Source: an optimization exercise on an open RTL-to-GDS flow (aim: small area, a short achievable clock period and few clock cycles per item). Production flows keep margins and buffers that such runs may drop.
In this exercise RTL edits were held to simulation tests only and were not proved equivalent to the original.

==> flow/design.v <==
module tc_norm16 (
    input  wire [15:0] x,
    output wire [15:0] xn,
    output wire [3:0]  lz
);
    wire [15:0] s3 = (x[15:8]  == 8'd0) ? {x[7:0], 8'd0}   : x;
    wire [15:0] s2 = (s3[15:12] == 4'd0) ? {s3[11:0], 4'd0} : s3;
    wire [15:0] s1 = (s2[15:14] == 2'd0) ? {s2[13:0], 2'd0} : s2;
    wire [15:0] s0 = (s1[15] == 1'b0)    ? {s1[14:0], 1'b0} : s1;
    assign xn = s0;
    assign lz = {x[15:8] == 8'd0, s3[15:12] == 4'd0, s2[15:14] == 2'd0, s1[15] == 1'b0};
endmodule
module tc_norm23 (
    input  wire [22:0] x,
    output wire [22:0] xn,
    output wire [4:0]  lz
);
    wire [22:0] s4 = (x[22:7]   == 16'd0) ? {x[6:0], 16'd0}  : x;
    wire [22:0] s3 = (s4[22:15] == 8'd0)  ? {s4[14:0], 8'd0} : s4;
    wire [22:0] s2 = (s3[22:19] == 4'd0)  ? {s3[18:0], 4'd0} : s3;
    wire [22:0] s1 = (s2[22:21] == 2'd0)  ? {s2[20:0], 2'd0} : s2;
    wire [22:0] s0 = (s1[22] == 1'b0)     ? {s1[21:0], 1'b0} : s1;
    assign xn = s0;
    assign lz = {x[22:7] == 16'd0, s4[22:15] == 8'd0, s3[22:19] == 4'd0,
                 s2[22:21] == 2'd0, s1[22] == 1'b0};
endmodule
module tc_abs16 (
    input  wire [15:0] x,
    output wire [15:0] m
);
    wire [15:0] low;
    genvar i;
    generate for (i = 0; i < 16; i = i + 1) begin : g_low
        if (i == 0) begin : g0
            assign low[i] = 1'b0;
        end else begin : gi
            assign low[i] = |x[i-1:0];
        end
    end endgenerate
    assign m = x ^ ({16{x[15]}} & low);
endmodule
module tc_add #(parameter integer N = 16) (
    input  wire [N-1:0] a,
    input  wire [N-1:0] b,
    output wire [N-1:0] s
);
    localparam integer TOPD = (N > 64) ? 32 : (N > 32) ? 16 : (N > 16) ? 8 : (N > 8) ? 4 : (N > 4) ? 2 : 1;
    wire [N-1:0] g0 = a & b;
    wire [N-1:0] p0 = a ^ b;
    reg  [N-1:0] G, P;
    integer i, d;
    always @(*) begin
        G = g0;
        P = p0;
        for (d = 1; d < N; d = d * 2)
            for (i = 2*d - 1; i < N; i = i + 2*d) begin
                G[i] = G[i] | (P[i] & G[i-d]);
                P[i] = P[i] & P[i-d];
            end
        for (d = TOPD; d >= 1; d = d / 2)
            for (i = 3*d - 1; i < N; i = i + 2*d) begin
                G[i] = G[i] | (P[i] & G[i-d]);
                P[i] = P[i] & P[i-d];
            end
    end
    assign s = p0 ^ {G[N-2:0], 1'b0};
endmodule
module tc_eac20 (
    input  wire [19:0] a,
    input  wire [19:0] b,
    output wire [19:0] s
);
    localparam integer N = 20;
    wire [N-1:0] g0 = a & b;
    wire [N-1:0] p0 = a ^ b;
    reg  [N-1:0] G, P;
    integer i, d;
    always @(*) begin
        G = g0;
        P = p0;
        for (d = 1; d < N; d = d * 2)
            for (i = 2*d - 1; i < N; i = i + 2*d) begin
                G[i] = G[i] | (P[i] & G[i-d]);
                P[i] = P[i] & P[i-d];
            end
        for (d = 8; d >= 1; d = d / 2)
            for (i = 3*d - 1; i < N; i = i + 2*d) begin
                G[i] = G[i] | (P[i] & G[i-d]);
                P[i] = P[i] & P[i-d];
            end
    end
    wire         wrap = G[N-1] | P[N-1];
    wire [N-1:0] c    = {G[N-2:0], 1'b0} | ({P[N-2:0], 1'b1} & {N{wrap}});
    assign s = p0 ^ c;
endmodule
module tc_inc #(parameter integer N = 16) (
    input  wire [N-1:0] a,
    input  wire         cin,
    output wire [N-1:0] s
);
    wire [N-1:0] c;
    genvar i;
    generate for (i = 0; i < N; i = i + 1) begin : g_c
        if (i == 0) begin : g0
            assign c[i] = cin;
        end else begin : gi
            assign c[i] = cin & (&a[i-1:0]);
        end
    end endgenerate
    assign s = a ^ c;
endmodule
module tc_mod31 (
    input  wire [16:0] x,
    output wire [4:0]  m
);
    wire [6:0] s = {2'd0, x[4:0]} + {2'd0, x[9:5]} + {2'd0, x[14:10]} + {5'd0, x[16:15]};
    wire [5:0] t = {1'b0, s[4:0]} + {4'd0, s[6:5]};
    assign m = t[4:0] + {4'd0, t[5]};
endmodule
module tc_mod15 (
    input  wire [16:0] x,
    output wire [3:0]  m
);
    wire [5:0] s = {2'd0, x[3:0]} + {2'd0, x[7:4]} + {2'd0, x[11:8]} + {2'd0, x[15:12]} + {5'd0, x[16]};
    wire [4:0] t = {1'b0, s[3:0]} + {3'd0, s[5:4]};
    assign m = t[3:0] + {3'd0, t[4]};
endmodule
module tc_int (
    input  wire        clk,
    input  wire [15:0] x,
    output wire [63:0] f
);
    parameter integer E0  = 0;
    parameter integer SGN = 0;
    wire [15:0] m;
    generate if (SGN) begin : g_s
        tc_abs16 u_a (.x(x), .m(m));
    end else begin : g_u
        assign m = x;
    end endgenerate
    reg  [15:0] m1;
    reg         sg1;
    always @(posedge clk) begin
        m1  <= m;
        sg1 <= (SGN != 0) & x[15];
    end
    wire [15:0] mn;
    wire [3:0]  lz;
    tc_norm16 u_n (.x(m1), .xn(mn), .lz(lz));
    reg  [15:0] mn2, mn3;
    reg  [3:0]  lz2, lz3;
    reg         sg2, sg3;
    always @(posedge clk) begin
        mn2 <= mn;  lz2 <= lz;  sg2 <= sg1;
        mn3 <= mn2; lz3 <= lz2; sg3 <= sg2;
    end
    wire [10:0] ex = 11'd1038 + E0 - {7'd0, lz3};
    assign f = {sg3, ex & {11{mn3[15]}}, mn3[14:0], 37'd0};
endmodule
module tc_f32 (
    input  wire        clk,
    input  wire [31:0] x,
    output wire [63:0] f
);
    reg  [31:0] w1, w;
    always @(posedge clk) begin
        w1 <= x;
        w  <= w1;
    end
    wire        s  = w[31];
    wire [7:0]  e  = w[30:23];
    wire [22:0] fr = w[22:0];
    wire [22:0] fn;
    wire [4:0]  lz;
    tc_norm23 u_n (.x(fr), .xn(fn), .lz(lz));
    wire        sub = (e == 8'd0);
    wire [10:0] ex  = sub ? (11'd896 - {6'd0, lz}) : ({3'd0, e} + 11'd896);
    reg  [63:0] r;
    always @(*) begin
        if (e == 8'hFF)       r = {s, 11'h7FF, fr, 29'd0};
        else if (!sub)        r = {s, ex, fr, 29'd0};
        else if (fn[22])      r = {s, ex, fn[21:0], 30'd0};
        else                  r = {s, 63'd0};
    end
    reg  [34:0] r3;
    always @(posedge clk) r3 <= r[63:29];
    assign f = {r3, 29'd0};
endmodule
module tc_div155 (
    input  wire        clk,
    input  wire [15:0] x,
    output wire [63:0] f
);
    parameter integer E0 = 0;
    function [4:0] t_b31(input [4:0] v);
        reg [159:0] t;
        begin
            t = {
                5'h0,
                5'h6,
                5'hc,
                5'h12,
                5'h18,
                5'h1e,
                5'h5,
                5'hb,
                5'h11,
                5'h17,
                5'h1d,
                5'h4,
                5'ha,
                5'h10,
                5'h16,
                5'h1c,
                5'h3,
                5'h9,
                5'hf,
                5'h15,
                5'h1b,
                5'h2,
                5'h8,
                5'he,
                5'h14,
                5'h1a,
                5'h1,
                5'h7,
                5'hd,
                5'h13,
                5'h19,
                5'h0};
            t_b31 = t[5*v +: 5];
        end
    endfunction
    function [3:0] t_n5(input [3:0] v);
        reg [63:0] t;
        begin
            t = {
                4'h0,
                4'hc,
                4'h9,
                4'h6,
                4'h3,
                4'h0,
                4'hc,
                4'h9,
                4'h6,
                4'h3,
                4'h0,
                4'hc,
                4'h9,
                4'h6,
                4'h3,
                4'h0};
            t_n5 = t[4*v +: 4];
        end
    endfunction
    wire [15:0] xn;
    wire [3:0]  lz;
    tc_norm16 u_n (.x(x), .xn(xn), .lz(lz));
    reg  [15:0] xn1;
    reg  [3:0]  lz1;
    always @(posedge clk) begin
        xn1 <= xn; lz1 <= lz;
    end
    wire        hi = xn1 >= 16'd39680;
    wire [4:0]  m31;
    wire [3:0]  m15;
    tc_mod31 u_m31 (.x({1'b0, xn1}), .m(m31));
    tc_mod15 u_m15 (.x({1'b0, xn1}), .m(m15));
    wire [4:0]  c31 = hi ? m31 : {m31[3:0], m31[4]};
    wire [3:0]  c15 = hi ? m15 : {m15[2:0], m15[3]};
    reg  [4:0]  b2;
    reg  [3:0]  n2, lz2;
    reg  [7:0]  xl2;
    reg         hi2, nz2;
    always @(posedge clk) begin
        b2 <= t_b31(c31); n2 <= t_n5(c15);
        xl2 <= hi ? xn1[7:0] : {xn1[6:0], 1'b0};
        lz2 <= lz1; hi2 <= hi; nz2 <= xn1[15];
    end
    wire [19:0] w;
    tc_eac20 u_w (.a({n2, n2, n2, n2, n2}), .b({b2, b2, b2, b2}), .s(w));
    wire [7:0]  q = w[7:0] - xl2 + {xl2[5:0], 2'd0} + {xl2[3:0], 4'd0} + {xl2[0], 7'd0};
    reg  [19:0] w3;
    reg  [7:0]  q3;
    reg  [3:0]  lz3;
    reg         hi3, nz3;
    always @(posedge clk) begin
        w3 <= w; q3 <= q; lz3 <= lz2; hi3 <= hi2; nz3 <= nz2;
    end
    wire [23:0] tl;
    tc_inc #(.N(24)) u_r (.a({w3, w3[19:16]}), .cin(w3[15]), .s(tl));
    wire [10:0] ex = 11'd1030 + E0 + {10'd0, hi3} - {7'd0, lz3};
    assign f = {1'b0, ex & {11{nz3}}, q3, w3, tl};
endmodule
module tc_div100 (
    input  wire        clk,
    input  wire [15:0] x,
    output wire [63:0] f
);
    wire [15:0] m;
    tc_abs16 u_a (.x(x), .m(m));
    wire [15:0] xn;
    wire [3:0]  lz;
    tc_norm16 u_n (.x(m), .xn(xn), .lz(lz));
    reg  [15:0] xn1;
    reg  [3:0]  lz1;
    reg         sg1;
    always @(posedge clk) begin
        xn1 <= xn; lz1 <= lz; sg1 <= x[15];
    end
    wire        hi  = xn1 >= 16'd51200;
    wire [19:0] x0  = {4'd0, xn1};
    wire [19:0] t0  = ~x0;
    wire [19:0] t1  = ~{x0[16:0], x0[19:17]};
    wire [19:0] t2  = ~{x0[14:0], x0[19:15]};
    wire [19:0] t3  = {x0[9:0], x0[19:10]};
    wire [19:0] t4  = {x0[6:0], x0[19:7]};
    wire [19:0] t5  = {x0[4:0], x0[19:5]};
    wire [19:0] a1  = t0 ^ t1 ^ t2;
    wire [19:0] b1m = (t0 & t1) | (t0 & t2) | (t1 & t2);
    wire [19:0] b1  = {b1m[18:0], b1m[19]};
    wire [19:0] a2  = t3 ^ t4 ^ t5;
    wire [19:0] b2m = (t3 & t4) | (t3 & t5) | (t4 & t5);
    wire [19:0] b2  = {b2m[18:0], b2m[19]};
    wire [19:0] a3  = a1 ^ b1 ^ a2;
    wire [19:0] b3m = (a1 & b1) | (a1 & a2) | (b1 & a2);
    wire [19:0] b3  = {b3m[18:0], b3m[19]};
    wire [19:0] a4  = a3 ^ b3 ^ b2;
    wire [19:0] b4m = (a3 & b3) | (a3 & b2) | (b3 & b2);
    wire [19:0] b4  = {b4m[18:0], b4m[19]};
    wire [19:0] wn;
    tc_eac20 u_w (.a(a4), .b(b4), .s(wn));
    wire [19:0] w   = hi ? wn : {wn[18:0], wn[19]};
    wire [10:0] xs  = xn1[10:0] + {xn1[7:0], 3'd0} + {xn1[5:0], 5'd0} + {xn1[0], 10'd0};
    wire [10:0] xq  = hi ? xs : {xs[9:0], 1'b0};
    reg  [19:0] w2, w3;
    reg  [10:0] xq2, q3;
    reg  [3:0]  lz2, lz3;
    reg         hi2, nz2, sg2, hi3, nz3, sg3;
    always @(posedge clk) begin
        w2 <= w;  xq2 <= xq; lz2 <= lz1; hi2 <= hi; nz2 <= xn1[15]; sg2 <= sg1;
        w3 <= w2; q3 <= w2[10:0] + xq2; lz3 <= lz2; hi3 <= hi2; nz3 <= nz2; sg3 <= sg2;
    end
    wire [20:0] tl;
    tc_inc #(.N(21)) u_r (.a({w3, w3[19]}), .cin(w3[18]), .s(tl));
    wire [10:0] ex = 11'd1031 + {10'd0, hi3} - {7'd0, lz3};
    assign f = {sg3, ex & {11{nz3}}, q3, w3, tl};
endmodule
module tc_div31 (
    input  wire        clk,
    input  wire [15:0] x,
    input  wire        sgn,
    output wire [63:0] f
);
    function [4:0] t_w31(input [4:0] v);
        reg [159:0] t;
        begin
            t = {
                5'h0,
                5'h1a,
                5'h15,
                5'h10,
                5'hb,
                5'h6,
                5'h1,
                5'h1b,
                5'h16,
                5'h11,
                5'hc,
                5'h7,
                5'h2,
                5'h1c,
                5'h17,
                5'h12,
                5'hd,
                5'h8,
                5'h3,
                5'h1d,
                5'h18,
                5'h13,
                5'he,
                5'h9,
                5'h4,
                5'h1e,
                5'h19,
                5'h14,
                5'hf,
                5'ha,
                5'h5,
                5'h0};
            t_w31 = t[5*v +: 5];
        end
    endfunction
    function [3:0] t_r31(input [4:0] v);
        reg [127:0] t;
        begin
            t = {
                4'h0,
                4'hd,
                4'hb,
                4'h8,
                4'h6,
                4'h3,
                4'h1,
                4'he,
                4'hb,
                4'h9,
                4'h6,
                4'h4,
                4'h1,
                4'he,
                4'hc,
                4'h9,
                4'h7,
                4'h4,
                4'h2,
                4'hf,
                4'hc,
                4'ha,
                4'h7,
                4'h5,
                4'h2,
                4'hf,
                4'hd,
                4'ha,
                4'h8,
                4'h5,
                4'h3,
                4'h0};
            t_r31 = t[4*v +: 4];
        end
    endfunction
    wire [15:0] xn;
    wire [3:0]  lz;
    tc_norm16 u_n (.x(x), .xn(xn), .lz(lz));
    reg  [15:0] xn1;
    reg  [3:0]  lz1;
    reg         sg1;
    always @(posedge clk) begin
        xn1 <= xn; lz1 <= lz; sg1 <= sgn;
    end
    wire        hi  = xn1 >= 16'd50791;
    wire [4:0]  m31;
    tc_mod31 u_m31 (.x({1'b0, xn1}), .m(m31));
    wire [4:0]  c31 = hi ? m31 : {m31[3:0], m31[4]};
    wire [12:0] xl  = xn1[12:0];
    wire [12:0] xs  = xl + {xl[10:0], 2'd0} + {xl[7:0], 5'd0}
                    + {xl[5:0], 7'd0} + {xl[2:0], 10'd0} + {xl[0], 12'd0};
    wire [12:0] xq  = hi ? xs : {xs[11:0], 1'b0};
    reg  [12:0] xq2;
    reg  [4:0]  w2;
    reg  [3:0]  wr2, lz2;
    reg         hi2, nz2, sg2;
    always @(posedge clk) begin
        xq2 <= xq; w2 <= t_w31(c31); wr2 <= t_r31(c31);    
        lz2 <= lz1; hi2 <= hi; nz2 <= xn1[15]; sg2 <= sg1;
    end
    reg  [12:0] q3;
    reg  [4:0]  w3;
    reg  [3:0]  wr3, lz3;
    reg         hi3, nz3, sg3;
    always @(posedge clk) begin
        q3 <= {w2[2:0], w2, w2} - xq2; w3 <= w2; wr3 <= wr2;
        lz3 <= lz2; hi3 <= hi2; nz3 <= nz2; sg3 <= sg2;
    end
    wire [10:0] ex = 11'd1036 + {10'd0, hi3} - {7'd0, lz3};
    assign f = {sg3, ex & {11{nz3}}, q3, w3, w3, w3, w3, w3, w3, w3, wr3};
endmodule
module tc_q125 (
    input  wire [8:0]  s,
    input  wire        hi,
    input  wire [2:0]  c,        
    input  wire [16:0] qp,
    output wire [51:0] fr
);
    function [42:0] t_f0(input [3:0] v);
        reg [687:0] t;
        begin
            t = {
                43'h72b020c51c,
                43'h624dd2f22a,
                43'h51eb851f38,
                43'h4189374c47,
                43'h3126e97955,
                43'h20c49ba663,
                43'h10624dd372,
                43'h80,
                43'he5604189b7,
                43'hc49ba5e3d4,
                43'ha3d70a3df1,
                43'h83126e980d,
                43'h624dd2f22a,
                43'h4189374c47,
                43'h20c49ba663,
                43'h80};
            t_f0 = t[43*v +: 43];
        end
    endfunction
    function [42:0] t_f1(input [3:0] v);
        reg [687:0] t;
        begin
            t = {
                43'h395810624dd,
                43'h3126e978d50,
                43'h28f5c28f5c3,
                43'h20c49ba5e35,
                43'h189374bc6a8,
                43'h10624dd2f1b,
                43'h83126e978d,
                43'h0,
                43'h72b020c49ba,
                43'h624dd2f1aa0,
                43'h51eb851eb85,
                43'h4189374bc6a,
                43'h3126e978d50,
                43'h20c49ba5e35,
                43'h10624dd2f1b,
                43'h0};
            t_f1 = t[43*v +: 43];
        end
    endfunction
    function [42:0] t_f2(input [3:0] v);
        reg [687:0] t;
        begin
            t = {
                43'h4ac083126e9,
                43'h9374bc6a7f,
                43'h47ae147ae14,
                43'h624dd2f1aa,
                43'h449ba5e353f,
                43'h3126e978d5,
                43'h4189374bc6a,
                43'h0,
                43'h15810624dd3,
                43'h126e978d4fe,
                43'hf5c28f5c29,
                43'hc49ba5e354,
                43'h9374bc6a7f,
                43'h624dd2f1aa,
                43'h3126e978d5,
                43'h0};
            t_f2 = t[43*v +: 43];
        end
    endfunction
    function [16:0] t_q0(input [3:0] v);
        reg [271:0] t;
        begin
            t = {
                17'h1b22d,
                17'h12b02,
                17'ha3d7,
                17'h1cac,
                17'h19581,
                17'h10e56,
                17'h872b,
                17'h0,
                17'h1645a,
                17'h5604,
                17'h147ae,
                17'h3958,
                17'h12b02,
                17'h1cac,
                17'h10e56,
                17'h0};
            t_q0 = t[17*v +: 17];
        end
    endfunction
    function [16:0] t_q1(input [3:0] v);
        reg [271:0] t;
        begin
            t = {
                17'h19168,
                17'h15810,
                17'h11eb8,
                17'he560,
                17'hac08,
                17'h72b0,
                17'h3958,
                17'h0,
                17'h122d0,
                17'hb020,
                17'h3d70,
                17'h1cac0,
                17'h15810,
                17'he560,
                17'h72b0,
                17'h0};
            t_q1 = t[17*v +: 17];
        end
    endfunction
    function [16:0] t_q2(input [3:0] v);
        reg [271:0] t;
        begin
            t = {
                17'h8b40,
                17'hc080,
                17'hf5c0,
                17'h12b00,
                17'h16040,
                17'h19580,
                17'h1cac0,
                17'h0,
                17'h11680,
                17'h18100,
                17'h1eb80,
                17'h5600,
                17'hc080,
                17'h12b00,
                17'h19580,
                17'h0};
            t_q2 = t[17*v +: 17];
        end
    endfunction
    wire [42:0] f0 = t_f0({hi, s[2:0]});
    wire [42:0] f1 = t_f1({hi, s[5:3]});
    wire [42:0] f2 = t_f2({hi, s[8:6]});
    wire [42:0] fa = f0 ^ f1 ^ f2;
    wire [42:0] fb = {(f0[41:0] & f1[41:0]) | (f0[41:0] & f2[41:0]) | (f1[41:0] & f2[41:0]), 1'b0};
    wire [42:0] fs;
    tc_add #(.N(43)) u_f (.a(fa), .b(fb), .s(fs));
    wire [16:0] q = qp + t_q0({hi, s[2:0]}) + t_q1({hi, s[5:3]}) + t_q2({hi, s[8:6]}) + {14'd0, c};
    assign fr = {q, fs[42:8]};
endmodule
module tc_c125 (
    input  wire [8:0] s,
    input  wire       hi,
    output wire [2:0] c
);
    wire a63 = s >= 9'd63, a125 = s >= 9'd125, a188 = s >= 9'd188, a250 = s >= 9'd250;
    assign c = hi ? {1'b0, a250, a125 & ~a250}
                  : {a250, a125 & ~a250, (a63 & ~a125) | (a188 & ~a250)};
endmodule
module tc_mag (
    input  wire        clk,
    input  wire [15:0] x,
    output wire [63:0] f
);
    wire [15:0] m;
    tc_abs16 u_a (.x(x), .m(m));
    wire [15:0] xn;
    wire [3:0]  lz;
    tc_norm16 u_n (.x(m), .xn(xn), .lz(lz));
    reg  [15:0] xn1;
    reg  [3:0]  lz1;
    reg         sg1;
    always @(posedge clk) begin
        xn1 <= xn; lz1 <= lz; sg1 <= x[15];
    end
    wire        hi = xn1 >= 16'd55919;
    wire [6:0]  e0 = xn1[6:0];
    wire [6:0]  e1 = xn1[13:7];
    wire [1:0]  e2 = xn1[15:14];
    wire [12:0] sy = {1'b0, e0, 5'd0} + {3'd0, e0, 3'd0} + {4'd0, e0, 2'd0} - {6'd0, e0}
                   + {4'd0, e1, 2'd0} + {8'd0, e2, 3'd0} + {9'd0, e2, 2'd0};
    wire [8:0]  sr = {2'd0, sy[6:0]} + {3'd0, sy[12:7]} + {2'd0, sy[12:7], 1'b0};
    wire [2:0]  c;
    tc_c125 u_c (.s(sr), .hi(hi), .c(c));
    wire [16:0] xq = {1'b0, xn1};
    wire [16:0] qm = xq + {xq[13:0], 3'd0} - {xq[10:0], 6'd0} - {xq[6:0], 10'd0}
                   + {xq[4:0], 12'd0} + {xq[2:0], 14'd0} + {xq[0], 16'd0};
    reg  [8:0]  s2;
    reg  [2:0]  c2;
    reg  [16:0] qp2;
    reg  [3:0]  lz2;
    reg         hi2, nz2, sg2;
    always @(posedge clk) begin
        s2  <= sr;
        c2  <= c;
        qp2 <= hi ? qm : {qm[15:0], 1'b0};
        lz2 <= lz1; hi2 <= hi; nz2 <= xn1[15]; sg2 <= sg1;
    end
    wire [51:0] fr;
    tc_q125 u_q (.s(s2), .hi(hi2), .c(c2), .qp(qp2), .fr(fr));
    reg  [51:0] fr3;
    reg  [3:0]  lz3;
    reg         hi3, nz3, sg3;
    always @(posedge clk) begin
        fr3 <= fr; lz3 <= lz2; hi3 <= hi2; nz3 <= nz2; sg3 <= sg2;
    end
    wire [10:0] ex = 11'd1035 + {10'd0, hi3} - {7'd0, lz3};
    assign f = {sg3, ex & {11{nz3}}, fr3};
endmodule
module tc_kpa (
    input  wire        clk,
    input  wire [31:0] x,
    output wire [63:0] f
);
    wire        s  = x[31];
    wire [7:0]  e  = x[30:23];
    wire [22:0] fr = x[22:0];
    wire [22:0] fn;
    wire [4:0]  lz;
    tc_norm23 u_n (.x(fr), .xn(fn), .lz(lz));
    wire        sub = (e == 8'd0);
    wire [10:0] ex  = sub ? (11'd886 - {6'd0, lz}) : ({3'd0, e} + 11'd886);
    reg  [23:0] m1;
    reg  [10:0] ex1;
    reg         s1, inf1, nan1, zer1;
    always @(posedge clk) begin
        m1   <= sub ? {fn, 1'b0} : {1'b1, fr};
        ex1  <= ex;
        s1   <= s;
        inf1 <= (e == 8'hFF);
        nan1 <= (fr != 23'd0);
        zer1 <= sub & ~fn[22];
    end
    wire        hi = m1 >= 24'd16384000;
    wire [2:0]  d3 = m1[23:21];
    reg  [7:0]  d3w;
    always @(*) begin
        case (d3)      
            3'd1: d3w = 8'd27;  3'd2: d3w = 8'd54;  3'd3: d3w = 8'd81;
            3'd4: d3w = 8'd108; 3'd5: d3w = 8'd135; 3'd6: d3w = 8'd162;
            3'd7: d3w = 8'd189; default: d3w = 8'd0;
        endcase
    end
    wire [11:0] sy = {5'd0, m1[6:0]} + {5'd0, m1[13:7]} + {4'd0, m1[13:7], 1'b0}
                   + {5'd0, m1[20:14]} + {2'd0, m1[20:14], 3'd0} + {4'd0, d3w};
    wire [7:0]  sr = {1'b0, sy[6:0]} + {3'd0, sy[11:7]} + {2'd0, sy[11:7], 1'b0};
    wire [2:0]  c;
    tc_c125 u_c (.s({1'b0, sr}), .hi(hi), .c(c));
    wire [16:0] yl = m1[16:0];
    wire [16:0] qm = yl + {yl[14:0], 2'd0} + {yl[12:0], 4'd0} - {yl[10:0], 6'd0}
                   + {yl[8:0], 8'd0} - {yl[5:0], 11'd0} - {yl[1:0], 15'd0};
    reg  [7:0]  s2;
    reg  [2:0]  c2;
    reg         hi2;
    reg  [16:0] qp2;
    reg  [10:0] ex2;
    reg         sg2, inf2, nan2, zer2;
    always @(posedge clk) begin
        s2  <= sr;
        c2  <= c;
        hi2 <= hi;
        qp2 <= hi ? qm : {qm[15:0], 1'b0};
        ex2 <= ex1 + {10'd0, hi};
        sg2 <= s1; inf2 <= inf1; nan2 <= nan1; zer2 <= zer1;
    end
    wire [51:0] fq;
    tc_q125 u_q (.s({1'b0, s2}), .hi(hi2), .c(c2), .qp(qp2), .fr(fq));
    reg  [62:0] r3;
    reg         sg3;
    always @(posedge clk) begin
        sg3 <= sg2;
        r3  <= inf2 ? {11'h7FF, nan2, 51'd0} : zer2 ? 63'd0 : {ex2, fq};
    end
    assign f = {sg3, r3};
endmodule
module tslfs_convert (
    input  wire          clk,
    input  wire          rst,           
    input  wire          in_valid,
    output wire          in_ready,
    input  wire [511:0]  in_record,     
    output reg           out_valid,     
    output wire [1535:0] out_phys       
);
    assign in_ready = 1'b1;
    reg v1, v2;
    always @(posedge clk) begin
        v1        <= in_valid & ~rst;
        v2        <= v1 & ~rst;
        out_valid <= v2 & ~rst;
    end
    wire [511:0] r = in_record;
    tc_div155 #(.E0(-1)) u0 (.clk(clk), .x(r[8*2 +: 16]), .f(out_phys[64*0 +: 64]));
    tc_div155 #(.E0(0))  u1 (.clk(clk), .x(r[8*4 +: 16]), .f(out_phys[64*1 +: 64]));
    tc_div155 #(.E0(-1)) u2 (.clk(clk), .x(r[8*6 +: 16]), .f(out_phys[64*2 +: 64]));
    tc_div155 #(.E0(-1)) u3 (.clk(clk), .x(r[8*8 +: 16]), .f(out_phys[64*3 +: 64]));
    tc_div31 u4 (.clk(clk), .x(r[8*10 +: 16]), .sgn(1'b0), .f(out_phys[64*4 +: 64]));
    wire [15:0] at     = r[8*12 +: 16];
    wire        at_neg = at < 16'd155;
    wire [15:0] at_mag = at_neg ? {8'd0, 8'd155 - at[7:0]} : at - 16'd155;
    tc_div31 u5 (.clk(clk), .x(at_mag), .sgn(at_neg), .f(out_phys[64*5 +: 64]));
    tc_f32 u6  (.clk(clk), .x(r[8*40 +: 32]), .f(out_phys[64*6  +: 64]));
    tc_f32 u9  (.clk(clk), .x(r[8*48 +: 32]), .f(out_phys[64*9  +: 64]));
    tc_kpa u10 (.clk(clk), .x(r[8*52 +: 32]), .f(out_phys[64*10 +: 64]));
    tc_f32 u11 (.clk(clk), .x(r[8*56 +: 32]), .f(out_phys[64*11 +: 64]));
    tc_f32 u12 (.clk(clk), .x(r[8*44 +: 32]), .f(out_phys[64*12 +: 64]));
    tc_int #(.E0(-1)) u7 (.clk(clk), .x({7'd0, r[8*14 +: 8], r[8*15 +: 8] != 8'd0}),
                          .f(out_phys[64*7 +: 64]));
    tc_div100 u8 (.clk(clk), .x(r[8*16 +: 16]), .f(out_phys[64*8 +: 64]));
    tc_int u13 (.clk(clk), .x(r[8*36 +: 16]), .f(out_phys[64*13 +: 64]));
    tc_int u14 (.clk(clk), .x(r[8*38 +: 16]), .f(out_phys[64*14 +: 64]));
    tc_int #(.SGN(1)) u15 (.clk(clk), .x(r[8*18 +: 16]), .f(out_phys[64*15 +: 64]));
    tc_int #(.SGN(1)) u16 (.clk(clk), .x(r[8*20 +: 16]), .f(out_phys[64*16 +: 64]));
    tc_int #(.SGN(1)) u17 (.clk(clk), .x(r[8*22 +: 16]), .f(out_phys[64*17 +: 64]));
    tc_int #(.SGN(1)) u18 (.clk(clk), .x(r[8*24 +: 16]), .f(out_phys[64*18 +: 64]));
    tc_int #(.SGN(1)) u19 (.clk(clk), .x(r[8*26 +: 16]), .f(out_phys[64*19 +: 64]));
    tc_int #(.SGN(1)) u20 (.clk(clk), .x(r[8*28 +: 16]), .f(out_phys[64*20 +: 64]));
    tc_mag u21 (.clk(clk), .x(r[8*30 +: 16]), .f(out_phys[64*21 +: 64]));
    tc_mag u22 (.clk(clk), .x(r[8*32 +: 16]), .f(out_phys[64*22 +: 64]));
    tc_mag u23 (.clk(clk), .x(r[8*34 +: 16]), .f(out_phys[64*23 +: 64]));
endmodule
==> flow/flow/run.sh <==
#!/bin/bash
# The standard layout (the standard.sh: ORFS from the standard synthesis to
# the final layout), except that the ports are buffered with the small
# sky130_fd_sc_hd__buf_1 instead of the resizer's default buffer.
set -e
export BUFFER_PORTS_ARGS="-buffer_cell sky130_fd_sc_hd__buf_1"
bash standard.sh > standard.log 2>&1
==> flow/standard.sh <==
#!/bin/bash
# synth_recipe.tcl (not shown) runs the flow's synth.tcl, then flattens the netlist and writes it again
# the make line also repeats each setting of config.mk as NAME=value (left out here)
make -C /OpenROAD-flow-scripts/flow DESIGN_CONFIG=/design/flow/config.mk WORK_HOME=/design/flow/orfs CLKGATE_MAP_FILE= SYNTH_SCRIPT=/design/flow/synth_recipe.tcl "${@:-finish}"
==> flow/config.mk <==
export PLATFORM = sky130hd
export DESIGN_NAME = tslfs_convert
export DESIGN_NICKNAME = tslfs_convert
export VERILOG_FILES = /design/flow/design.v
export SDC_FILE = /design/flow/constraint.sdc
export NUM_CORES = 4
export LEC_CHECK = 0
export CAP_MARGIN = 20
export CORE_AREA = 10 10 590 590
export DIE_AREA = 0 0 600 600
export SETUP_SLACK_MARGIN = 5
export SLEW_MARGIN = 20
==> flow/constraint.sdc <==
create_clock -name core_clock -period 12.0 [get_ports {clk}]
set_input_delay 2.4000 -clock core_clock [delete_from_list [all_inputs] [get_ports {clk}]]
set_output_delay 2.4000 -clock core_clock [all_outputs]
set_load 0.01 [all_outputs]
==> results by group, run 1 <==
Outcome
  – Status: timing/DRC/antenna clean

Timing
  – Final max-slew violation count: 0
  – Hold WS: 0.300 ns
  – RSZ-0062 raised after global routing: true
  – Worst-Margin Slew: 1.32 ns
  – Final Hold Fails: 0
  – Final count of negative-setup-slack endpoints: 0
  – Period utilisation layout: 56.6%
  – Fmax: 147 MHz
  – Fin crit period: 6.79 ns
  – Worst slew margin: 12.0%
  – Skew final: 0.0586 ns
  – Final TNS setup: 0 ns

Routing
  – Via count: 104,052
  – Remaining DRCs: 0
  – Wire per inst: 22.2 microns
  – Initial DRC count: 8,713
  – Routed Antenna Nets: 0
  – First-pass DRT Iterations: 6
  – Final wirelength: 453,000 microns
  – Drt via density: 5.11

GRT
  – Grt ovf: 0
  – Vias in the first global route: 99,721
  – Largest net degree at the start of global routing: 97
  – Antenna violations before repair: 87
  – First-pass GRT wire length: 654,000 microns
  – GRT Total Usage: 23.8%

Placed design
  – IO Port Bufs: 1,546
  – Post-DP HPWL: 381,000 microns
  – Placer's final routability congestion estimate: 1.01
  – Placed insts: 19,829
  – Placed cell areas: 136,000 sq um

CTS
  – Total CTS buffers: 219
  – H-tree Lvls: 4
  – Worst-Skew Late Latency: 0.93 ns
  – CTS root buf: clkbuf_16
  – CTS Sinks: 1,965
  – CTS tree: built
  – CTS Hold Bufs: 0
  – Clock transition at path regs: 0.06 ns
  – Clk buf depth: 4

Critical path
  – FF-to-FF End: u10.c2[0]
  – CP Class: register to register
  – Beginning of the critical path: u10.m1[0]
  – R2r worst-path depth: 31
  – Reg2reg start: u10.m1[0]
  – Worst setup path end: u10.c2[0]
  – Crit path DAT: 7.58 ns
  – Worst setup EP type: register
  – FF-to-FF setup slack: 5.21 ns
  – Slowest stage delay, CP: 0.54 ns
  – CP startpoint kind: register
  – Critical Path Slowest Stage Cell: fa_1
  – Largest fanout on the critical path: 9
  – Critical Path RT: 12.78 ns

Final layout
  – Finished Layout Cells: 20,361
  – Layout cells sized above 1: 5.82%
  – Post-Route Utilization: 43.2%
  – Final non-filler cell area: 144,000 sq um
  – Syn-to-layout area delta: 11.5%
  – Commonest non-fill, non-tap cell in the layout: dfxtp_1
  – Most frequent cells in the layout: dfxtp_1, buf_1, inv_1
  – Fin nets: 18,006

Yosys
  – Fraction of registers with async set/reset: 0%
  – Post-synthesis share of cell area spent on xor and xnor gates: 5.85%
  – Gate Count Post-Synth: 14,478
  – Top FF cell, synth: dfxtp_1
  – Synth warn: 14
  – Post-synthesis mux area share: 5.38%
  – Post-Syn Area: 130,000 sq um
  – Sequential-to-total area share from yosys stat: 30.4%
  – Post-synthesis compound-gate area fraction: 14.6%
  – Post-Synth Simple-Gate Area: 12.7%
  – Number of synthesized flops with an enable pin: 0
  – Cell variety after synth: 118
  – Main combinational cell family by area after synthesis: adder cells
  – Adder-Cell Fraction of Synth Area: 21.5%
  – Register bit total from synthesis: 1,965
  – Mean Syn Cell Area: 8.95 sq um

Floorplanning
  – Effective utilization at floorplan: 38.8%
  – Die area: 360,000 sq um
  – FP Rows: 212
  – Die H: 600 microns
  – Die Wd: 600 microns
  – Core area: 334,000 sq um
  – IO Count: 2,053

Min path
  – Hold WC Path Type: register to register

Flow run
  – Max-cap violation count: 0
cell usage after synthesis (all sizes together), types with 68 or more instances:
cell,instances,area share [%]
dfxtp,1965,30
inv,1366,4.0
nand2,1231,3.6
ha,1159,11
nor2,1026,3.0
a21oi,941,3.6
o21ai,913,3.6
buf,828,4.6
fa,664,10
xnor2,568,3.8
mux2i,447,3.5
clkbuf,330,0.96
xor2,290,2.0
a21o,284,1.6
nand3,214,0.83
nor3,187,0.73
mux2,159,1.4
and2,147,0.71
nor2b,126,0.61
and3,117,0.57
a31oi,115,0.58
nand2b,99,0.48
o31ai,99,0.57
o21bai,91,0.54
o21a,80,0.46
or2,79,0.38
a211oi,78,0.46
nor4,76,0.42
a21boi,73,0.42
o211ai,70,0.41
or3,68,0.33
how the worst min path moves through the flow:
stage	end	startpoint	depth (start not counted)	slack, ns
floorplan	u0.hi3	u0.hi2	0	0.31
global placement	u16.lz3[0]	u16.lz2[0]	0	0.31
detailed placement	u0.lz3[3]	u0.lz2[3]	0	0.31
CTS	u17.lz3[3]	u17.lz2[3]	0	0.31
global route	u22.lz2[0]	u22.lz1[0]	0	0.31
finish	u17.lz3[3]	u17.lz2[3]	0	0.30
metrics by stage:
stage	setup slack (ns)
finish	5.21
global route	4.81
CTS	5.00
detailed placement	4.77
global placement	4.79
floorplan	5.37
registers in the layout, indices dropped and copies added (netlist names), 34 cells and up:
signal / count
u10.r3: 63
u12.r3: 34
u21.fr3: 52
u11.r3: 34
u9.r3: 34
u22.fr3: 52
u23.fr3: 52
u6.r3: 34
area by class of cell:
class	count	area [sq um]
Fill cell	33251	190000
Multi-Input combinational cell	10444	79800
Sequential cell	1965	39400
Timing Repair Buffer	1660	6680
Clock buffer	275	6080
Tap cell	4387	5490
Inverter	1378	5180
Clock inverter	125	1530
Antenna cell	127	318
per-layer routing:
layer	track usage (%)	up-vias	routed length, microns
met1	31.7	49141	195000
li1	-	50430	-
met2	36.4	3754	197000
met5	0	-	272
met4	8.82	40	18400
met3	6.95	687	42600
logic make-up after synthesis:
| family | after synthesis |
|---|---|
| compound gates | 3083 |
| xor+xnor | 861 |
| fa+ha+maj | 1829 |
| buf+inv | 2536 |
| flops | 1965 |
| mux | 637 |
| other cells | 2 |
| simple gates | 3565 |
critical path, delay by kind of cell, from the launching register on:
kind | cells | cell delay [ns]
adder cells (fa/ha/maj) | 9 | 3.50
AO/OA/AOI/OAI | 11 | 1.75
AND/OR/NAND/NOR | 5 | 0.51
flip-flops | 1 | 0.39
XOR/XNOR | 2 | 0.32
buffers and inverters | 4 | 0.25
what timing repair did:
action	4_1_cts	5_1_grt
endpoints found under the setup margin	11	20
endpoints found under the hold margin	0	0
pin swaps	0	4
resized for setup	11	42
setup buffers	0	5
Testbench counts, summed over its fixed seeds: cycles 824, items 800.
==> run 2: changes to the inputs <==
--- a/flow/design.v
+++ b/flow/design.v
@@ -336,16 +336,17 @@
     wire [10:0] xq  = hi ? xs : {xs[9:0], 1'b0};
     reg  [19:0] w2, w3;
     reg  [10:0] xq2, q3;
+    reg  [20:0] tl3;
     reg  [3:0]  lz2, lz3;
     reg         hi2, nz2, sg2, hi3, nz3, sg3;
+    wire [20:0] tl;
+    tc_inc #(.N(21)) u_r (.a({w2, w2[19]}), .cin(w2[18]), .s(tl));
     always @(posedge clk) begin
         w2 <= w;  xq2 <= xq; lz2 <= lz1; hi2 <= hi; nz2 <= xn1[15]; sg2 <= sg1;
-        w3 <= w2; q3 <= w2[10:0] + xq2; lz3 <= lz2; hi3 <= hi2; nz3 <= nz2; sg3 <= sg2;
+        w3 <= w2; q3 <= w2[10:0] + xq2; tl3 <= tl; lz3 <= lz2; hi3 <= hi2; nz3 <= nz2; sg3 <= sg2;
     end
-    wire [20:0] tl;
-    tc_inc #(.N(21)) u_r (.a({w3, w3[19]}), .cin(w3[18]), .s(tl));
     wire [10:0] ex = 11'd1031 + {10'd0, hi3} - {7'd0, lz3};
-    assign f = {sg3, ex & {11{nz3}}, q3, w3, tl};
+    assign f = {sg3, ex & {11{nz3}}, q3, w3, tl3};
 endmodule
 module tc_div31 (
     input  wire        clk,
@@ -470,7 +471,6 @@
 module tc_q125 (
     input  wire [8:0]  s,
     input  wire        hi,
-    input  wire [2:0]  c,        
     input  wire [16:0] qp,
     output wire [51:0] fr
 );
@@ -619,6 +619,8 @@
     wire [42:0] fb = {(f0[41:0] & f1[41:0]) | (f0[41:0] & f2[41:0]) | (f1[41:0] & f2[41:0]), 1'b0};
     wire [42:0] fs;
     tc_add #(.N(43)) u_f (.a(fa), .b(fb), .s(fs));
+    wire [2:0]  c;
+    tc_c125 u_c (.s(s), .hi(hi), .c(c));
     wire [16:0] q = qp + t_q0({hi, s[2:0]}) + t_q1({hi, s[5:3]}) + t_q2({hi, s[8:6]}) + {14'd0, c};
     assign fr = {q, fs[42:8]};
 endmodule
@@ -654,24 +656,20 @@
     wire [12:0] sy = {1'b0, e0, 5'd0} + {3'd0, e0, 3'd0} + {4'd0, e0, 2'd0} - {6'd0, e0}
                    + {4'd0, e1, 2'd0} + {8'd0, e2, 3'd0} + {9'd0, e2, 2'd0};
     wire [8:0]  sr = {2'd0, sy[6:0]} + {3'd0, sy[12:7]} + {2'd0, sy[12:7], 1'b0};
-    wire [2:0]  c;
-    tc_c125 u_c (.s(sr), .hi(hi), .c(c));
     wire [16:0] xq = {1'b0, xn1};
     wire [16:0] qm = xq + {xq[13:0], 3'd0} - {xq[10:0], 6'd0} - {xq[6:0], 10'd0}
                    + {xq[4:0], 12'd0} + {xq[2:0], 14'd0} + {xq[0], 16'd0};
     reg  [8:0]  s2;
-    reg  [2:0]  c2;
     reg  [16:0] qp2;
     reg  [3:0]  lz2;
     reg         hi2, nz2, sg2;
     always @(posedge clk) begin
         s2  <= sr;
-        c2  <= c;
         qp2 <= hi ? qm : {qm[15:0], 1'b0};
         lz2 <= lz1; hi2 <= hi; nz2 <= xn1[15]; sg2 <= sg1;
     end
     wire [51:0] fr;
-    tc_q125 u_q (.s(s2), .hi(hi2), .c(c2), .qp(qp2), .fr(fr));
+    tc_q125 u_q (.s(s2), .hi(hi2), .qp(qp2), .fr(fr));
     reg  [51:0] fr3;
     reg  [3:0]  lz3;
     reg         hi3, nz3, sg3;
@@ -718,27 +716,23 @@
     wire [11:0] sy = {5'd0, m1[6:0]} + {5'd0, m1[13:7]} + {4'd0, m1[13:7], 1'b0}
                    + {5'd0, m1[20:14]} + {2'd0, m1[20:14], 3'd0} + {4'd0, d3w};
     wire [7:0]  sr = {1'b0, sy[6:0]} + {3'd0, sy[11:7]} + {2'd0, sy[11:7], 1'b0};
-    wire [2:0]  c;
-    tc_c125 u_c (.s({1'b0, sr}), .hi(hi), .c(c));
     wire [16:0] yl = m1[16:0];
     wire [16:0] qm = yl + {yl[14:0], 2'd0} + {yl[12:0], 4'd0} - {yl[10:0], 6'd0}
                    + {yl[8:0], 8'd0} - {yl[5:0], 11'd0} - {yl[1:0], 15'd0};
     reg  [7:0]  s2;
-    reg  [2:0]  c2;
     reg         hi2;
     reg  [16:0] qp2;
     reg  [10:0] ex2;
     reg         sg2, inf2, nan2, zer2;
     always @(posedge clk) begin
         s2  <= sr;
-        c2  <= c;
         hi2 <= hi;
         qp2 <= hi ? qm : {qm[15:0], 1'b0};
         ex2 <= ex1 + {10'd0, hi};
         sg2 <= s1; inf2 <= inf1; nan2 <= nan1; zer2 <= zer1;
     end
     wire [51:0] fq;
-    tc_q125 u_q (.s({1'b0, s2}), .hi(hi2), .c(c2), .qp(qp2), .fr(fq));
+    tc_q125 u_q (.s({1'b0, s2}), .hi(hi2), .qp(qp2), .fr(fq));
     reg  [62:0] r3;
     reg         sg3;
     always @(posedge clk) begin
==> results by group, run 2 <==
Floorplanning
  – Core area: 334,000 sq um
  – Die H: 600 microns
  – Die Wd: 600 microns
  – Effective utilization at floorplan: 38.6%
  – IO Count: 2,053
  – Die area: 360,000 sq um
  – FP Rows: 212

Timing
  – Worst-Margin Slew: 1.35 ns
  – Final WS setup: 5.38 ns
  – Period utilisation layout: 55.2%
  – Final TNS setup: 0 ns
  – Final count of negative-setup-slack endpoints: 0
  – RSZ-0062 raised after global routing: false
  – Skew final: 0.0730 ns
  – Final max-slew violation count: 0
  – Worst slew margin: 9.67%
  – Fmax: 151 MHz
  – Final Hold Fails: 0
  – Fin crit period: 6.62 ns
  – Hold WS: 0.288 ns

Critical path
  – Worst setup EP type: primary output
  – Crit path DAT: 4.22 ns
  – Largest fanout on the critical path: 5
  – Critical Path Slowest Stage Cell: nor3_1
  – Crit path buffers/inverters: 2
  – Crit-path cells: nand3_1, nor2_1, buf_4, nand3_1, nor3_1, nand3_1, nor2_1, nor2b_1, buf_1
  – CP delay by family, top: simple AND/OR/NAND/NOR gates
  – Worst path most repeated cell: nand3_1
  – Slowest stage delay, CP: 0.73 ns
  – Critical Path RT: 9.60 ns
  – CP startpoint kind: register
  – CP Class: register to primary output

Min path
  – Hold WC Path Type: register to register

GRT
  – Antenna violations before repair: 132
  – Vias in the first global route: 98,646
  – Grt ovf: 0
  – First-pass GRT wire length: 652,000 microns
  – Largest net degree at the start of global routing: 100
  – GRT Total Usage: 23.9%

CTS
  – CTS root buf: clkbuf_16
  – Clock transition at path regs: 0.06 ns
  – Total CTS buffers: 215
  – CTS Hold Bufs: 0
  – Worst-Skew Late Latency: 0.91 ns
  – Clk buf depth: 4
  – CTS tree: built
  – H-tree Lvls: 4
  – CTS Sinks: 1,974

Yosys
  – Register bit total from synthesis: 1,974
  – Post-synth top area cell: dfxtp_1
  – Top-count cell post-synth: dfxtp_1
  – Synth warn: 14
  – Top FF cell, synth: dfxtp_1
  – Number of synthesized flops with an enable pin: 0
  – Top cells by count, synth: dfxtp_1, inv_1, nand2_1
  – Cell variety after synth: 115
  – Post-synth top area share: 30.6%
  – Mean Syn Cell Area: 8.97 sq um
  – Synth top area cells: dfxtp_1, ha_1, fa_1
  – Gate Count Post-Synth: 14,381
  – Fraction of registers with async set/reset: 0%
  – Sequential-to-total area share from yosys stat: 30.6%
  – Post-Syn Area: 129,000 sq um

Final layout
  – Multi-input gate area: 78,800 sq um
  – Number of fill cells: 33,257
  – Biggest register: u10.r3
  – Largest register FFs: 63
  – Register area: 39,500 sq um
  – Layout cells sized above 1: 5.09%
  – Most frequent cells in the layout: dfxtp_1, buf_1, inv_1
  – Fin nets: 17,869
  – Post-Route Utilization: 43.1%
  – Syn-to-layout area delta: 11.7%
  – Commonest non-fill, non-tap cell in the layout: dfxtp_1

Routing
  – First-pass DRT Iterations: 7
  – Initial DRC count: 8,578
  – Remaining DRCs: 0
  – Wire per inst: 22.3 microns
  – Final wirelength: 456,000 microns
  – Via count: 103,530
  – Routed Antenna Nets: 0
  – Drt via density: 5.08

Placed design
  – Pre-CTS WS: 4.60 ns
  – Placer's final routability congestion estimate: 1.03
  – IO Port Bufs: 1,546
  – Post-DP HPWL: 384,000 microns

Flow run
  – Max-cap violation count: 0

Outcome
  – Status: timing/DRC/antenna clean
==> run 2: what timing repair did <==
action | CTS | global route
endpoints found under the setup margin | 0 | 10
buffers inserted | 0 | 0
gates resized for setup | 0 | 9
hold endpoints to repair | 0 | 0
==> run 2: layer usage <==
metal / wire, microns / up-vias / global-route usage, %
li1: - / 50034 / -
met1: 189000 / 48834 / 30.4
met2: 206000 / 3892 / 37.8
met3: 37400 / 752 / 5.69
met4: 23200 / 18 / 11.9
met5: 126 / - / 0
==> run 2: through the flow <==
stage	cell area, sq um	std cells
after floorplan	131000	14848
after global placement	135000	19679
after detailed placement	135000	19681
after CTS	143000	20075
after global routing	144000	20234
final	144000	20395
==> run 2: worst paths after layout <==
| check | start | end | slack [ns] | cells after the start |
|---|---|---|---|---|
| worst max register to register | u23.s2[6] | u23.fr3[33] | 5.45 | 21 |
| worst max-delay path | u3.w3[15] | out_phys[213] | 5.38 | 9 |
| worst min register to register | u11.w1[17] | u11.w[17] | 0.29 | 0 |
| worst min-delay path | u11.w1[17] | u11.w[17] | 0.29 | 0 |
==> run 2: cell type report <==
class | instances | share of cell area [%]
clock buffer | 269 | 4.11
sequential | 1974 | 27.5
multi-input combinational | 10298 | 54.7
antenna | 319 | 0.554
tap | 4387 | 3.81
clock inverter | 125 | 1.27
timing repair buffer | 1623 | 4.45
inverter | 1400 | 3.65
==> run 2: cell families (layout without fill, tap and decap cells) <==
family | after synthesis | after routing | synth area share, %
flip-flops | 1974 | 1974 | 30.6
buffers and inverters | 2576 | 3417 | 9.74
other | 2 | 788 | 0.00582
AND/OR/NAND/NOR | 3347 | 3347 | 11.9
AO/OA/AOI/OAI | 3201 | 3201 | 15.2
adder cells (fa/ha/maj) | 1844 | 1844 | 21.8
XOR/XNOR | 885 | 885 | 6.02
multiplexers | 552 | 552 | 4.67
==> run 2: worst register-to-register path, stage by stage (launching register included) <==
cell	delay, ns
dfxtp_1	0.69
inv_1	0.24
ha_1	0.45
nand2_1	0.12
o21a_1	0.15
nand2b_1	0.23
a21boi_0	0.23
fa_1	0.54
inv_1	0.04
ha_1	0.28
and3b_1	0.19
a221oi_1	0.25
o211ai_1	0.26
or4_1	0.63
a31o_2	0.29
o41ai_2	0.56
a21o_1	0.23
o21ai_1	0.12
a31oi_1	0.31
inv_1	0.10
fa_1	0.38
xor2_1	0.16
Testbench counts of run 2, summed over its fixed seeds: cycles 824, items 800.
==> run 3: changes to the inputs <==
==> flow/flow/run.sh (replaced) <==
#!/bin/bash
# The standard layout (the standard.sh: ORFS from the standard synthesis to
# the final layout), except that the ports are buffered with the small
# sky130_fd_sc_hd__buf_1 instead of the resizer's default buffer, and timing
# repair aims for 6 ns of setup slack margin.
set -e
export BUFFER_PORTS_ARGS="-buffer_cell sky130_fd_sc_hd__buf_1"
export SETUP_SLACK_MARGIN=6
bash standard.sh > standard.log 2>&1
--- a/flow/config.mk
+++ b/flow/config.mk
@@ -6,7 +6,6 @@
 export NUM_CORES = 4
 export LEC_CHECK = 0
 export CAP_MARGIN = 20
-export CORE_AREA = 10 10 590 590
-export DIE_AREA = 0 0 600 600
-export SETUP_SLACK_MARGIN = 5
+export CORE_AREA = 10 10 550 550
+export DIE_AREA = 0 0 560 560
 export SLEW_MARGIN = 20
==> results by group, run 3 <==
Yosys
  – Register bit total from synthesis: 1,974
  – Top FF cell, synth: dfxtp_1
  – Cell variety after synth: 115
  – Synth top area cells: dfxtp_1, ha_1, fa_1
  – Fraction of registers with async set/reset: 0%
  – Mean Syn Cell Area: 8.97 sq um
  – Sequential-to-total area share from yosys stat: 30.6%
  – Gate Count Post-Synth: 14,381
  – Post-Synth Simple-Gate Area: 11.9%
  – Main combinational cell family by area after synthesis: adder cells
  – Number of synthesized flops with an enable pin: 0
  – Adder-Cell Fraction of Synth Area: 21.8%
  – Top-count cell post-synth: dfxtp_1
  – Top cells by count, synth: dfxtp_1, inv_1, nand2_1
  – Post-synth top area cell: dfxtp_1
  – Post-synth top area share: 30.6%
  – Post-synthesis compound-gate area fraction: 15.2%
  – Post-synthesis mux area share: 4.67%
  – Post-synthesis share of cell area spent on xor and xnor gates: 6.02%
  – Synth warn: 14
  – Post-Syn Area: 129,000 sq um

Floorplanning
  – Die H: 560 microns
  – FP Rows: 198
  – Effective utilization at floorplan: 44.4%
  – Die Wd: 560 microns

Outcome
  – Status: stopped before the end
  – Stopped at: 3_2_place_iop
  – Error: [ERROR PPL-0024] Number of IO pins (2053) exceeds maximum number of available positions (2030). Increase the die perimeter from 2240.00um to 2792.08um.
==> run 3: cell counts after synthesis <==
Identical to the previous run, type by type.
==> run 3: logic make-up after synthesis <==
| group | count (synthesis) |
|---|---|
| other | 2 |
| DFF | 1974 |
| muxes | 552 |
| adders and majority gates | 1844 |
| and+or+nand+nor | 3347 |
| xor gates and xnor gates | 885 |
| buffers and inverters | 2576 |
| AOI/OAI and AO/OA | 3201 |
==> run 4: changes to the inputs <==
--- a/flow/design.v
+++ b/flow/design.v
@@ -132,27 +132,25 @@
 );
     parameter integer E0  = 0;
     parameter integer SGN = 0;
+    reg  [15:0] x1, x2;
+    always @(posedge clk) begin
+        x1 <= x;
+        x2 <= x1;
+    end
     wire [15:0] m;
     generate if (SGN) begin : g_s
-        tc_abs16 u_a (.x(x), .m(m));
+        tc_abs16 u_a (.x(x2), .m(m));
     end else begin : g_u
-        assign m = x;
+        assign m = x2;
     end endgenerate
-    reg  [15:0] m1;
-    reg         sg1;
-    always @(posedge clk) begin
-        m1  <= m;
-        sg1 <= (SGN != 0) & x[15];
-    end
     wire [15:0] mn;
     wire [3:0]  lz;
-    tc_norm16 u_n (.x(m1), .xn(mn), .lz(lz));
-    reg  [15:0] mn2, mn3;
-    reg  [3:0]  lz2, lz3;
-    reg         sg2, sg3;
+    tc_norm16 u_n (.x(m), .xn(mn), .lz(lz));
+    reg  [15:0] mn3;
+    reg  [3:0]  lz3;
+    reg         sg3;
     always @(posedge clk) begin
-        mn2 <= mn;  lz2 <= lz;  sg2 <= sg1;
-        mn3 <= mn2; lz3 <= lz2; sg3 <= sg2;
+        mn3 <= mn; lz3 <= lz; sg3 <= (SGN != 0) & x2[15];
     end
     wire [10:0] ex = 11'd1038 + E0 - {7'd0, lz3};
     assign f = {sg3, ex & {11{mn3[15]}}, mn3[14:0], 37'd0};
--- a/flow/config.mk
+++ b/flow/config.mk
@@ -6,6 +6,6 @@
 export NUM_CORES = 4
 export LEC_CHECK = 0
 export CAP_MARGIN = 20
-export CORE_AREA = 10 10 550 550
-export DIE_AREA = 0 0 560 560
+export CORE_AREA = 10 10 590 590
+export DIE_AREA = 0 0 600 600
 export SLEW_MARGIN = 20
==> results by group, run 4 <==
Routing
  – Max layer used: met5
  – First-pass DRT Iterations: 8
  – Routed Antenna Nets: 0
  – Drt via density: 5.16
  – Met3 WL post-DR: 39,200 microns
  – Wl on met1: 204,000 microns
  – Final wirelength: 457,000 microns
  – Initial DRC count: 9,081
  – Met2 routed WL: 196,000 microns
  – Remaining DRCs: 0
  – Via count: 105,820
  – Wire per inst: 22.3 microns

CTS
  – CTS Hold Bufs: 0
  – H-tree Lvls: 4
  – Clock transition at path regs: 0.07 ns
  – Total CTS buffers: 214
  – CTS root buf: clkbuf_16
  – CTS tree: built
  – Clk buf depth: 4
  – CTS Sinks: 1,919
  – Worst-Skew Late Latency: 0.93 ns

Timing
  – RSZ-0062 raised after global routing: true
  – Fin crit period: 5.92 ns
  – Final count of negative-setup-slack endpoints: 0
  – Skew final: 0.0539 ns
  – Fmax: 169 MHz
  – Worst slew margin: 15.5%
  – Worst-Margin Slew: 1.26 ns
  – Final TNS setup: 0 ns
  – Final max-slew violation count: 0
  – Period utilisation layout: 49.3%
  – Final Hold Fails: 0

Critical path
  – Critical Path Slowest Stage Cell: fa_1
  – CP Class: register to register
  – Worst setup EP type: register
  – Crit path DAT: 6.69 ns
  – Largest fanout on the critical path: 3
  – Slowest stage delay, CP: 0.53 ns
  – CP delay by family, top: adder cells
  – CP startpoint kind: register
  – Crit path buffers/inverters: 4
  – FF-to-FF setup slack: 6.08 ns
  – Critical Path RT: 12.77 ns

GRT
  – GRT Total Usage: 23.9%
  – Largest net degree at the start of global routing: 93
  – Vias in the first global route: 101,237
  – Antenna violations before repair: 113
  – First-pass GRT wire length: 660,000 microns
  – Grt ovf: 0

Outcome
  – Status: timing/DRC/antenna clean

Floorplanning
  – FP Rows: 212
  – Die Wd: 600 microns
  – IO Count: 2,053
  – Die H: 600 microns
  – Effective utilization at floorplan: 38.8%
  – Die area: 360,000 sq um
  – Core area: 334,000 sq um

Placed design
  – Placer's final routability congestion estimate: 0.984
  – Post-DP HPWL: 380,000 microns
  – Placed cell areas: 136,000 sq um
  – IO Port Bufs: 1,546

Yosys
  – Post-Syn Area: 130,000 sq um
  – Top FF cell, synth: dfxtp_1
  – Gate Count Post-Synth: 14,665
  – Top cells by count, synth: dfxtp_1, inv_1, nand2_1
  – Post-synth top area share: 29.6%
  – Top-count cell post-synth: dfxtp_1
  – Synth warn: 14
  – Number of synthesized flops with an enable pin: 0
  – Mean Syn Cell Area: 8.85 sq um
  – Fraction of registers with async set/reset: 0%
  – Sequential-to-total area share from yosys stat: 29.6%
  – Register bit total from synthesis: 1,919
  – Cell variety after synth: 108
  – Post-synth top area cell: dfxtp_1
  – Synth top area cells: dfxtp_1, ha_1, fa_1

Flow run
  – Max-cap violation count: 0

Final layout
  – Layout cells sized above 1: 6.74%
  – Largest register FFs: 63
  – Biggest register: u10.r3
  – Syn-to-layout area delta: 12.2%
  – Most frequent cells in the layout: dfxtp_1, buf_1, inv_1
  – Fin nets: 18,201
  – Final non-filler cell area: 146,000 sq um
  – Commonest non-fill, non-tap cell in the layout: dfxtp_1

Min path
  – Hold WC Path Type: register to register
run 4: repair_timing:
action | in CTS | in global routing
cloned | 0 | 1
endpoints found under the hold margin | 0 | 0
endpoints found under the setup margin | 87 | 166
setup buffers | 9 | 55
pin swaps | 9 | 30
resized for setup | 79 | 181
run 4: layer usage:
metal | vias to the layer above | GRT usage [%]
li1 | 51116 | -
met1 | 50055 | 32.9
met2 | 3862 | 36.4
met3 | 729 | 6.00
met4 | 58 | 8.16
met5 | - | 0
run 4: area by class of cell:
type | count | area (sq um)
inverter | 1480 | 5610
timing repair buffer | 1714 | 7160
multi-input combinational | 10522 | 81100
timing repair inverter | 1 | 5.00
clock buffer | 265 | 5860
clock inverter | 130 | 1760
sequential | 1919 | 38500
antenna | 70 | 175
fill | 33194 | 189000
tap | 4387 | 5490
run 4: through the flow:
step / utilization, % / setup WS (ns) / std cells / hold slack [ns]
floorplan: - / 6.02 / 15138 / 0.310
global route: 43.5 / 5.87 / 20444 / 0.328
global placement: 40.8 / 4.31 / 19953 / 0.310
detailed placement: 40.8 / 4.40 / 19956 / 0.312
CTS: 43.2 / 6.01 / 20360 / 0.322
finish: 43.6 / 6.08 / 20488 / 0.322
run 4: path summary, 6_finish.rpt:
kind,from,end,cells past startpoint
setup / recovery,u10.m1[0],u10.s2[7],27
hold / removal,u17.x1[13],u17.x2[13],0
setup reg to reg,u10.m1[0],u10.s2[7],27
hold reg to reg,u17.x1[13],u17.x2[13],0
run 4: cells by family (layout without fill, tap and decap cells):
logic type | after synthesis | count (layout) | share of synthesized area, %
XOR/XNOR | 877 | 877 | 5.93
flip-flops | 1919 | 1919 | 29.6
AO/OA/AOI/OAI | 3248 | 3248 | 15.6
multiplexers | 574 | 574 | 4.79
AND/OR/NAND/NOR | 3507 | 3507 | 12.5
other | 2 | 545 | 0.00578
buffers and inverters | 2697 | 3590 | 9.98
adder cells (fa/ha/maj) | 1841 | 1841 | 21.6
run 4: worst reg2reg max path, stage by stage, from the launching register on:
cell      delay [ns]
dfxtp_4         0.36
ha_4            0.17
fa_2            0.40
a21o_1          0.18
a21oi_2         0.17
xnor2_1         0.16
fa_1            0.47
fa_1            0.51
inv_2           0.04
fa_1            0.53
inv_1           0.05
ha_1            0.27
a21o_1          0.19
a21oi_2         0.16
o21bai_1        0.10
a21oi_2         0.21
o21bai_1        0.10
a21oi_1         0.18
xor2_1          0.08
buf_4           0.15
fa_1            0.51
inv_2           0.05
ha_4            0.23
a21o_1          0.16
a21oi_2         0.14
nor2b_1         0.06
o21ai_1         0.12
nand2b_1        0.07
Testbench counts of run 4, summed over its fixed seeds: cycles 824, items 800.
==> run 5: changes to the inputs <==
==> flow/flow/run.sh (replaced) <==
#!/bin/bash
# The standard layout (the standard.sh: ORFS from the standard synthesis to
# the final layout), except that the ports are buffered with the small
# sky130_fd_sc_hd__buf_1 instead of the resizer's default buffer, and timing
# repair aims for 7 ns of setup slack margin.
set -e
export BUFFER_PORTS_ARGS="-buffer_cell sky130_fd_sc_hd__buf_1"
export SETUP_SLACK_MARGIN=7
bash standard.sh > standard.log 2>&1
==> results by group, run 5 <==
Floorplanning
  – Die Wd: 600 microns
  – Core area: 334,000 sq um
  – IO Count: 2,053
  – Die area: 360,000 sq um
  – FP Rows: 212
  – Die H: 600 microns
  – Effective utilization at floorplan: 38.8%

GRT
  – Largest net degree at the start of global routing: 81
  – Antenna violations before repair: 146
  – Grt ovf: 0
  – Vias in the first global route: 104,012
  – First-pass GRT wire length: 695,000 microns
  – GRT Total Usage: 25.6%

CTS
  – CTS Sinks: 1,919
  – CTS tree: built
  – Worst-Skew Late Latency: 0.92 ns
  – H-tree Lvls: 4
  – Total CTS buffers: 217
  – CTS root buf: clkbuf_16
  – Clock transition at path regs: 0.06 ns
  – CTS Hold Bufs: 0
  – Clk buf depth: 4

Yosys
  – Register bit total from synthesis: 1,919
  – Synth warn: 14
  – Post-synthesis mux area share: 4.79%
  – Post-Synth Simple-Gate Area: 12.5%
  – Mean Syn Cell Area: 8.85 sq um
  – Fraction of registers with async set/reset: 0%
  – Gate Count Post-Synth: 14,665
  – Post-synth top area share: 29.6%
  – Sequential-to-total area share from yosys stat: 29.6%
  – Post-synthesis compound-gate area fraction: 15.6%
  – Number of synthesized flops with an enable pin: 0
  – Post-Syn Area: 130,000 sq um
  – Top cells by count, synth: dfxtp_1, inv_1, nand2_1
  – Synth top area cells: dfxtp_1, ha_1, fa_1
  – Post-synthesis share of cell area spent on xor and xnor gates: 5.93%
  – Top-count cell post-synth: dfxtp_1
  – Top FF cell, synth: dfxtp_1
  – Cell variety after synth: 108
  – Post-synth top area cell: dfxtp_1
  – Main combinational cell family by area after synthesis: adder cells
  – Adder-Cell Fraction of Synth Area: 21.6%

Outcome
  – SO Viols: antenna violations
  – Status: failed layout checks

Placed design
  – Placer's final routability congestion estimate: 1.00
  – Post-DP HPWL: 406,000 microns
  – Pre-CTS WS: 4.97 ns
  – IO Port Bufs: 1,546

Routing
  – Initial DRC count: 9,384
  – Drt via density: 5.19
  – Final wirelength: 496,000 microns
  – Remaining DRCs: 0
  – First-pass DRT Iterations: 9
  – Wire per inst: 23.5 microns
  – Routed Antenna Nets: 1
  – Via count: 109,741

Final layout
  – Layout cells sized above 1: 16.5%
  – Largest register FFs: 63
  – Syn-to-layout area delta: 20.7%
  – Fin nets: 18,739
  – Post-Route Utilization: 46.9%
  – Biggest register: u10.r3
  – Most frequent cells in the layout: dfxtp_1, buf_1, inv_1
  – Commonest non-fill, non-tap cell in the layout: dfxtp_1

Timing
  – Worst-Margin Slew: 1.19 ns
  – RSZ-0062 raised after global routing: true
  – Skew final: 0.0611 ns
  – Final TNS setup: 0 ns
  – Final count of negative-setup-slack endpoints: 0
  – Fmax: 170 MHz
  – Worst slew margin: 19.6%
  – Final Hold Fails: 0
  – Final WS setup: 6.13 ns
  – Final max-slew violation count: 0
  – Period utilisation layout: 48.9%
  – Fin crit period: 5.87 ns

Critical path
  – Largest fanout on the critical path: 2
  – Worst setup EP type: register
  – Crit path DAT: 6.65 ns
  – CP Class: register to register
  – CP startpoint kind: register
  – Critical Path RT: 12.77 ns

Min path
  – Hold WC Path Type: register to register

Flow run
  – Max-cap violation count: 0
## run 5: cell types whose count changed in the layout (fill, tap and decap cells not counted), sizes merged, moves of 6 or more
cell / change
inv: -6
clkbuf: +30
bufinv: -12
diode: +97
clkinv: +8
clkinvlp: +9
buf: +511
## run 5: worst max-delay path, cell delays in order (launching register included)
cell and delay, ns:
dfxtp_4 0.36, ha_4 0.16, fa_2 0.39, a21o_1 0.17, a21oi_2 0.16, buf_4 0.13, o21bai_1 0.05, a21oi_1 0.16
xnor2_1 0.16, fa_1 0.46, fa_1 0.51, fa_1 0.46, ha_4 0.30, inv_1 0.05, o21bai_1 0.16, a21oi_2 0.08
buf_4 0.16, xnor2_4 0.20, inv_2 0.05, fa_1 0.48, ha_4 0.19, fa_2 0.35, a21o_1 0.18, a21oi_2 0.15
nor2b_1 0.06, o21ai_1 0.11, nand2b_1 0.06
## run 5: path summary, 6_finish.rpt
kind	from	endpoint	slack (ns)	cells past startpoint
setup / recovery	u10.m1[7]	u10.s2[7]	6.13	26
setup reg to reg	u10.m1[7]	u10.s2[7]	6.13	26
hold / removal	u20.x1[12]	u20.x2[12]	0.30	0
hold reg to reg	u20.x1[12]	u20.x2[12]	0.30	0
## run 5: per-stage QoR
stage,instance area [sq um],hold slack [ns],instances
detailed placement,137000,0.312,19948
CTS,151000,0.299,20667
floorplan,133000,0.310,15138
global placement,137000,0.310,19947
global route,156000,0.319,20982
finish,157000,0.295,21129
## run 5: what timing repair did
item / in CTS / in global routing
pin swaps: 294 / 520
setup buffers: 311 / 288
cloned: 4 / 7
endpoints found under the setup margin: 422 / 392
gates resized for setup: 851 / 755
## run 5: cell families (layout without fill, tap and decap cells)
family | Yosys count | in the layout
AND/OR/NAND/NOR | 3507 | 3508
AO/OA/AOI/OAI | 3248 | 3248
buffers and inverters | 2697 | 4133
flip-flops | 1919 | 1919
adder cells (fa/ha/maj) | 1841 | 1841
XOR/XNOR | 877 | 877
multiplexers | 574 | 574
other | 2 | 642
## run 5: layout make-up
cell class | count | area (sq um)
fill | 32025 | 177000
inverter | 1480 | 5750
sequential | 1919 | 38900
antenna | 167 | 418
timing repair buffer | 2248 | 11800
multi-input combinational | 10523 | 86900
tap | 4387 | 5490
clock buffer | 275 | 6120
timing repair inverter | 1 | 5.00
clock inverter | 129 | 1390
## run 5: per-layer routing
| metal | vias up | wire (microns) | global-route usage (%) |
|---|---|---|---|
| li1 | 52367 | - | - |
| met1 | 51950 | 213000 | 34.5 |
| met2 | 4430 | 212000 | 38.8 |
| met3 | 930 | 49300 | 7.38 |
| met4 | 64 | 21900 | 9.64 |
| met5 | - | 457 | 0 |

## port drivers added, routing unchanged
The flow's constraints put no driver on any port. The routed layouts listed below were extracted and timed again, unchanged, in two steps.
Step 1 sets driving cells, clkbuf_16 on the clock port and buf_2 on the other inputs (assumed; they add their load-dependent delay and slew).
Step 2 also shifts input and output timing later by t, the mid clock arrival at the registers, as if the neighbouring blocks saw the same clock.
a / b / c = ideal ports / drivers / drivers and shift; a / b = the first two.
run	t, ns	setup slack, ns	worst setup path after step 2	worst data-port slew with drivers (ns)
run 1	1.006	5.205 / 5.118 / 4.787	input to register	0.27
run 2	0.980	5.378 / 5.266 / 4.413	input to register	0.31
run 4	1.010	6.079 / 6.079 / 5.169	input to register	0.30
run 5	0.992	6.129 / 6.129 / 6.057	input to register	0.53
The setup slack of run 2, which loses most, moves by -0.112 ns with the drivers and by -0.965 ns with both steps.
